Source: an optimization exercise on an open RTL-to-GDS flow (aim: small area, a short achievable clock period and few clock cycles per item). Production flows keep margins and buffers that such runs may drop.
Only simulation tests tie the RTL to the original design; equivalence was not proved.
Power and IR drop assume default switching activity.

==> flow/design.v (excerpt) <==
module huf_decode (
    input  wire        clk,
    input  wire        rst,
    input  wire        start,
    input  wire [15:0] tree_base,
    input  wire [15:0] tree_len,
    input  wire [15:0] blob_base,
    input  wire [15:0] blob_len,
    input  wire [19:0] start_bit,
    input  wire [15:0] nsym,
    output wire        ready,
    output wire        mem_req,
    output wire [15:0] mem_addr,
    input  wire        mem_gnt,
    input  wire        mem_rvalid,
    input  wire [15:0] mem_rdata,
    output wire        out_valid,
    output wire [7:0]  out_data,
    input  wire        out_ready,
    output wire        done,
    output wire [1:0]  done_err,
    output wire [19:0] done_info
);
==> flow/config.mk <==
export PLATFORM = sky130hd
export DESIGN_NAME = huf_decode
export DESIGN_NICKNAME = huf_decode
export VERILOG_FILES = /design/flow/design.v
export SDC_FILE = /design/flow/constraint.sdc
export NUM_CORES = 4
export LEC_CHECK = 0
export CAP_MARGIN = 20
export CORE_MARGIN = 2
export CORE_UTILIZATION = 60
export CTS_CLUSTER_DIAMETER = 120
export CTS_CLUSTER_SIZE = 30
export SETUP_SLACK_MARGIN = 2.5
export SLEW_MARGIN = 20
==> flow/constraint.sdc <==
create_clock -name core_clock -period 6.5 [get_ports {clk}]
set_input_delay 1.3000 -clock core_clock [delete_from_list [all_inputs] [get_ports {clk}]]
set_output_delay 1.3000 -clock core_clock [all_outputs]
set_load 0.01 [all_outputs]
standard.sh (not shown) runs the stock make flow with config.mk's settings and CLKGATE_MAP_FILE= SYNTH_SCRIPT=/design/flow/synth_recipe.tcl, a recipe that flattens the netlist after the stock synthesis.
==> flow/flow/run.sh <==
#!/bin/bash
# The standard layout (standard.sh), with plain buf_1 cells as the port
# buffers instead of ORFS's default port buffer cell. Every port still gets
# a buffer; everything else is the standard flow. The make output goes to
# flow_standard.log; ORFS keeps each step's log under orfs/logs.
export BUFFER_PORTS_ARGS="-buffer_cell sky130_fd_sc_hd__buf_1"
bash standard.sh > flow_standard.log 2>&1
The baseline went through all stages and came out clean.
Testbench counts at the start, summed over its fixed seeds: cycles 58,292, items 5,993.
Next try:
Settings changed: CTS_CLUSTER_DIAMETER 120 to 100, CTS_CLUSTER_SIZE 30 to 20, SETUP_SLACK_MARGIN 2.5 to 2.3.
Effect:
- die area is unchanged
- via count drops by 0.67%
- global-route usage stays flat
- worst hold slack improves by 0.0049 ns
- count of clock-buffer cells in the layout climbs by 7
- total power stays flat
- area after synthesis does not change
- sequential share of layout area climbs by 0.44 points

* * *

Starting RTL as in the previous note.
==> flow/config.mk <==
export PLATFORM = sky130hd
export DESIGN_NAME = huf_decode
export DESIGN_NICKNAME = huf_decode
export VERILOG_FILES = /design/flow/design.v
export SDC_FILE = /design/flow/constraint.sdc
export NUM_CORES = 4
export LEC_CHECK = 0
export CAP_MARGIN = 20
export CORE_MARGIN = 2
export CORE_UTILIZATION = 70
export SETUP_SLACK_MARGIN = 2.8
export SLEW_MARGIN = 20
==> flow/constraint.sdc <==
create_clock -name core_clock -period 6.5 [get_ports {clk}]
set_input_delay 1.3000 -clock core_clock [delete_from_list [all_inputs] [get_ports {clk}]]
set_output_delay 1.3000 -clock core_clock [all_outputs]
set_load 0.01 [all_outputs]
Scripts as last shown in full above: flow/flow/run.sh
Testbench counts at the start, summed over its fixed seeds: cycles 58,292, items 5,993.
Rerun with:
- CORE_UTILIZATION: 70 -> 55
- CTS_CLUSTER_DIAMETER: unset -> 100
- CTS_CLUSTER_SIZE: unset -> 20
- SETUP_SLACK_MARGIN: 2.8 -> 2.5
The new run ran to the end with no violations. Clock power went down by 31%. Worst setup slack gains 21 ps. Sequential share of layout area went up by 2.3 points. Sequential power went down by about 1%. Routed wire length went down by 9.4%. Via count went down by 9.9%. Non-clock buffer count went down by 48. Worst hold slack hardly moves. Register-to-register slack loses 20 ps. Flip-flop and latch count is unchanged. Die area went up by 27%.
Rerun with:
- CORE_UTILIZATION: 55 -> 66
Result: Sequential cell count is unchanged; synthesized cell count is unchanged; register-to-register slack is worse by 40 ps; routed wire length goes down by 2.5%; via count went up by 2.5%; sequential power is about the same.
Rerun with:
- CORE_UTILIZATION: 66 -> 60
- CTS_CLUSTER_DIAMETER: 100 -> unset
- CTS_CLUSTER_SIZE: 20 -> unset
What happened: Area after synthesis stays the same. Fmax grows slightly. Clock-buffer cell count grows by 14. Worst setup slack gains 69 ps. Clock skew hardly moves. Final cell count grows slightly. Register-to-register slack barely changes. Synthesized cell count stays the same. Utilization shrinks by 5.4 points. Die area grows by roughly a tenth.
Rerun with:
- CTS_CLUSTER_DIAMETER: unset -> 100
- CTS_CLUSTER_SIZE: unset -> 20
- SETUP_SLACK_MARGIN: 2.5 -> 2.8
=> Core utilization increases by 0.78 points. Flip-flop and latch count stays the same. Clock power goes down by 37%. Hold slack improved by 13 ps. Register-to-register slack improves by 80 ps. Total power fell by about 4.3%.
Rerun with:
- CORE_UTILIZATION: 60 -> 40
- CTS_CLUSTER_DIAMETER: 100 -> unset
- CTS_CLUSTER_SIZE: 20 -> unset
- SETUP_SLACK_MARGIN: 2.8 -> 2.5
Outcome: The changed run went through all stages and came out clean; final area grows by 0.31%; sequential power rose by about 1%; routed wire length rises by 5.9%; clock skew is higher by 9.6 ps; synthesized cell count stays the same; hold slack gets better by 4.7 ps; fmax goes down by 3.7%; power rose by 5.2%; non-clock buffer count fell by 26; combinational power fell by 5.8%; clock-buffer cell count went up by 12.

## separate check: timing with driven ports
How much do the figures lean on ideal ports? The routed layouts below were timed once more, with nothing changed but the port constraints. Step 1 sets driving cells, clkbuf_16 on the clock port and buf_2 on the other inputs (assumed; they add their load-dependent delay and slew). Step 2 moves the port delays by t, midway between the first and last clock arrival at a register: inputs arrive t later, outputs are due t later. That takes back most of the time a late clock gives input paths. a / b / c = ideal / step 1 / step 2; a / b = the first two.
| run | shift t [ns] | setup WS [ns] | pins driven straight from the clock port |
|---|---|---|---|
| the first run of note 1 | 0.542 | 2.553 / 2.581 / 2.038 | 1 |
| the second run of note 1 | 0.546 | 2.399 / 2.399 / 1.894 | 1 |
| the first run of note 2 | 0.615 | 2.493 / 2.524 / 1.910 | 1 |
| the second run of note 2 | 0.548 | 2.514 / 2.548 / 2.000 | 1 |
| the third run of note 2 | 0.565 | 2.433 / 2.463 / 1.898 | 1 |
| the fourth run of note 2 | 0.608 | 2.502 / 2.525 / 1.917 | 1 |
| the fifth run of note 2 | 0.552 | 2.569 / 2.591 / 2.038 | 1 |
| the sixth run of note 2 | 0.641 | 2.418 / 2.452 / 1.811 | 1 |
After both steps every run listed still meets setup and hold. The setup slack of the sixth run of note 2, which loses most, moves by +0.034 ns with the drivers and by -0.607 ns with both steps.
